Background: an optimization exercise with open tools, aiming at small area, a short achievable clock period and few clock cycles per item. Do not read the settings as production practice.
Only simulation tests tie the RTL to the original design; equivalence was not proved.

rev 12:
==> flow/design.v (excerpt) <==
module radix_codec_engine (
    input  wire         clk,
    input  wire         rst,
    input  wire         cmd_valid,
    output wire         cmd_ready,
    input  wire [279:0] cmd_word,
    output wire         rsp_valid,
    input  wire         rsp_ready,
    output wire [139:0] rsp_word
);
    reg          busy;       
    reg          comp;       
    reg          pend;       
    reg          sv;         
    reg  [1:0]   rk;
    reg          rs;
    reg  [47:0]  rv;
    reg  [3:0]   s_op;
    reg  [1:0]   s_rin, s_rout;
    reg          s_wf, s_cerr, s_dok;
    reg  [7:0]   s_code;
    reg  [63:0]  s_av, s_bv;
    reg  [4:0]   s_la, s_lb;
    reg          s_at, s_ai, s_na, s_bt, s_bi, s_nb;
    wire [3:0]   f_op;
    wire [1:0]   f_rin, f_rout;
    wire         f_wf, f_cerr, f_dok;
    wire [7:0]   f_code;
    wire [63:0]  f_av, f_bv;
    wire [4:0]   f_la, f_lb;
    wire         f_at, f_ai, f_na, f_bt, f_bi, f_nb;
    rce_front u_front (.cw(cmd_word), .op(f_op), .rin(f_rin), .rout(f_rout),
                       .wf(f_wf), .cerr(f_cerr), .code(f_code), .dok(f_dok),
                       .av(f_av), .la(f_la), .at(f_at), .ai(f_ai), .na(f_na),
                       .bv(f_bv), .lb(f_lb), .bt(f_bt), .bi(f_bi), .nb(f_nb));
    wire [1:0]   nk;
    wire         ns;
    wire [47:0]  nv;
    wire         need2;
    rce_exec u_exec (.pend(pend), .op(s_op), .rin(s_rin), .rout(s_rout),
                     .wf(s_wf), .cerr(s_cerr), .code(s_code), .dok(s_dok),
                     .av(s_av), .la(s_la), .at(s_at), .ai(s_ai), .na(s_na),
                     .bv(s_bv), .lb(s_lb), .bt(s_bt), .bi(s_bi), .nb(s_nb),
                     .r_v(rv), .r_s(rs), .need2(need2), .k(nk), .s(ns), .v(nv));
    assign cmd_ready = !busy && !rst;
  ...
Size in the first run: about 6400 cells after synthesis, about 220 flip-flops, about 430 I/O pins, roughly 46000 um2 of cells after synthesis.
==> flow/config.mk <==
export PLATFORM = sky130hd
export DESIGN_NAME = radix_codec_engine
export DESIGN_NICKNAME = radix_codec_engine
export VERILOG_FILES = /design/flow/design.v
export SDC_FILE = /design/flow/constraint.sdc
export NUM_CORES = 4
export LEC_CHECK = 0
export ABC_AREA = 1
export CAP_MARGIN = 35
export CORE_MARGIN = 2
export CORE_UTILIZATION = 40
export SLEW_MARGIN = 35
==> flow/constraint.sdc <==
create_clock -name core_clock -period 100.0 [get_ports {clk}]
set_input_delay 20.0000 -clock core_clock [delete_from_list [all_inputs] [get_ports {clk}]]
set_output_delay 20.0000 -clock core_clock [all_outputs]
set_load 0.01 [all_outputs]
standard.sh (not shown) runs the stock make flow with config.mk's settings and CLKGATE_MAP_FILE= SYNTH_SCRIPT=/design/flow/synth_recipe.tcl, a recipe that flattens the netlist after the stock synthesis.
==> flow/flow/run.sh <==
#!/bin/bash
# The standard layout (standard.sh), with two changes:
# - ORFS's area-oriented ABC mapping script is replaced by
#   flow/abc_area.script, which maps with more area recovery;
# - every input and output port still gets its buffer, but a plain
#   sky130_fd_sc_hd__buf_1 rather than the delay buffer buffer_ports picks.
# The synthesis script, the registers and every other step are the standard
# ones. The run's full output goes to standard_flow.log here.
set -euo pipefail
here=$(pwd)
rm -rf "$here/scripts_x"
cp -r "$FLOW_HOME/scripts" "$here/scripts_x"
cp "$here/flow/abc_area.script" "$here/scripts_x/abc_area.script"
bash "$here/standard.sh" SCRIPTS_DIR="$here/scripts_x" \
    "BUFFER_PORTS_ARGS=-buffer_cell sky130_fd_sc_hd__buf_1" finish \
    > "$here/standard_flow.log" 2>&1
==> flow/flow/abc_area.script <==
strash
&get -n
&fraig -x
&put
dc2
balance
rewrite
refactor
balance
rewrite
rewrite -z
balance
refactor -z
rewrite -z
balance
dc2
strash
&get -n
&dch -f
&nf -R 1000 -p
&put
strash
&get -n
&dch -f
&nf -R 1000 -p
&put
topo
stime -c
buffer -c
upsize -c
dnsize -c
Testbench counts of rev 12, summed over its fixed seeds: cycles 48,310, items 24,000.
Input-level comparison between rev 13 and rev 12:
diff --git a/flow/config.mk b/flow/config.mk
--- a/flow/config.mk
+++ b/flow/config.mk
@@ -9 +9 @@
-export CAP_MARGIN = 35
+export CAP_MARGIN = 20
@@ -12 +12 @@
-export SLEW_MARGIN = 35
+export SLEW_MARGIN = 20
Notes after the runs:
Total track usage: rev 13 vs rev 12 — no meaningful difference. Delta (rev 13 minus rev 12): placed cell area comparable, slew at the pin with the worst max-slew slack now larger. For clock network area share, rev 12 and rev 13 come out practically identical. Between rev 12 and rev 13, the difference in sequential portion of the cell area is negligible. From rev 12 to rev 13, placement row count did not move at all. Rev 13: full flow OK, the timing, DRC and antenna checks passed. Via count normalized by instance count: rev 13 vs rev 12 — no meaningful difference. Looking at portion of the clock cycle consumed by the worst path in the final layout across rev 12 and rev 13, the one that comes out lower is rev 13. Non-clock buffer count in the final layout was lower in the run labelled rev 13. Comparing rev 13 with rev 12, the final non-filler cell area came out essentially unchanged.

* * *

Setup of JK:
radix_codec_engine, a different RTL version from the one above (not shown whole).
Size: about 6,400 cells after synthesis, about 210 flip-flops, roughly 430 I/O pins, ~46,000 sq um of cells after synthesis.
clock: 100.0 ns
lec_check: 0
abc_area: 1
cap_margin: 35
core_margin: 2
core_utilization: 55
place_density: 0.65
slew_margin: 35
==> flow/flow/abc_area.script <==
strash
&get -n
&fraig -x
&put
dc2
balance
rewrite
refactor
balance
rewrite
rewrite -z
balance
refactor -z
rewrite -z
balance
dc2
strash
&get -n
&dch -f
&nf -R 1000 -p -F 8 -A 4
&put
strash
&get -n
&dch -f
&nf -R 1000 -p -F 8 -A 4
&put
strash
&get -n
&dch -f
&nf -R 1000 -p -F 8 -A 4
&put
topo
stime -c
buffer -c
upsize -c
dnsize -c
Scripts as last shown in full above: flow/flow/run.sh
JK reached the final stage; the timing, DRC and antenna checks on its layout passed.
Testbench counts of JK, summed over its fixed seeds: cycles 48,310, items 24,000.
Changes in MS relative to JK:
Settings: CORE_UTILIZATION now 40, was 55; PLACE_DENSITY no longer set, was 0.65; SYNTH_MINIMUM_KEEP_SIZE now 9000, previously not set; SYNTH_HIERARCHICAL now 1, previously not set.
Results
Final clock period utilization by the worst path in MS is 0.32 points below JK. From JK to MS the numbers moved as follows: met3 routed wirelength fell 10%, number of non-clock inverters in the layout fell 3.9%. Min row count across MS and JK: JK. Compared JK against MS; count of multi-input combinational gates within noise. Summary of MS over JK: maximum number of pins on one net before global-route repair fell about 8%, number of buffers outside the clock class in the layout went up by 43, hold slack rose by 0.014 ns, sequential standard cell area neither gained nor lost much.
diff inputs: MS => AL
Settings: SYNTH_MINIMUM_KEEP_SIZE now 12000, was 9000.
==> comparison <==
Per the comparison of AL with MS, worst slew margin relative to its limit now larger, shortest clock period the worst path allows after layout lost 1.19 ns, width of the die picked up an extra 1.4%, initial cell density of the core went up by 0.24 points.
Max-slew violation count: AL vs MS identical
Comparing MS and AL, the higher register-to-register slack was measured on MS.
Here is what was changed in the inputs of TR compared with AL.
Settings: PLACE_DENSITY newly set to 0.65; CORE_UTILIZATION changed from 40 to 55.
## What came out
- TR vs AL, last element of the critical path: rsp_word[122] vs rsp_word[22]
- Taking AL as the reference, in TR core utilization higher; fmax lower.
- In the flow results for TR and AL, the final clock period utilization by the worst path is larger on TR.
- Looking at TR and AL, the post-detailed-route DRC marker count is a wash.
- Max multi-input logic portion of the cell area across TR and AL: TR
- NOTE: final-layout clock buffer total in TR falls short of that of AL
- For the non-clock buffer total of the final layout, TR came in about 3.3% lower than AL did.

[re-timing with driven ports]
How much do the figures lean on ideal ports? The routed layouts below were timed once more, with nothing changed but the port constraints. Step 1 assumes that a clkbuf_16 drives the clock port and a buf_2 every other input. Step 2 also shifts input and output timing later by t, the mid clock arrival at the registers, as if the neighbouring blocks saw the same clock. Three values: ideal ports, drivers, drivers and shift; two values: the first two.
run	shift t [ns]	setup WS [ns]	worst setup path after step 2	latest minus earliest clock arrival (ns)	worst slew at a driven data input, ns
rev 12	0.706	53.745 / 53.792 / 53.086	input to register	0.040 / 0.040	0.12
rev 13	0.714	54.014 / 54.060 / 53.346	input to register	0.056 / 0.056	0.13
JK	0.712	57.130 / 57.101 / 57.101	input to output	0.036 / 0.036	0.16
MS	0.706	57.448 / 57.427 / 57.427	input to output	0.047 / 0.047	0.14
AL	0.758	58.640 / 58.614 / 58.614	input to output	0.032 / 0.032	0.09
TR	0.706	58.455 / 58.427 / 58.427	input to output	0.080 / 0.079	0.11
After both steps setup and hold are still met in every run listed. For rev 13, which loses most, drivers alone change the setup slack by +0.046 ns; drivers and shift together by -0.668 ns.
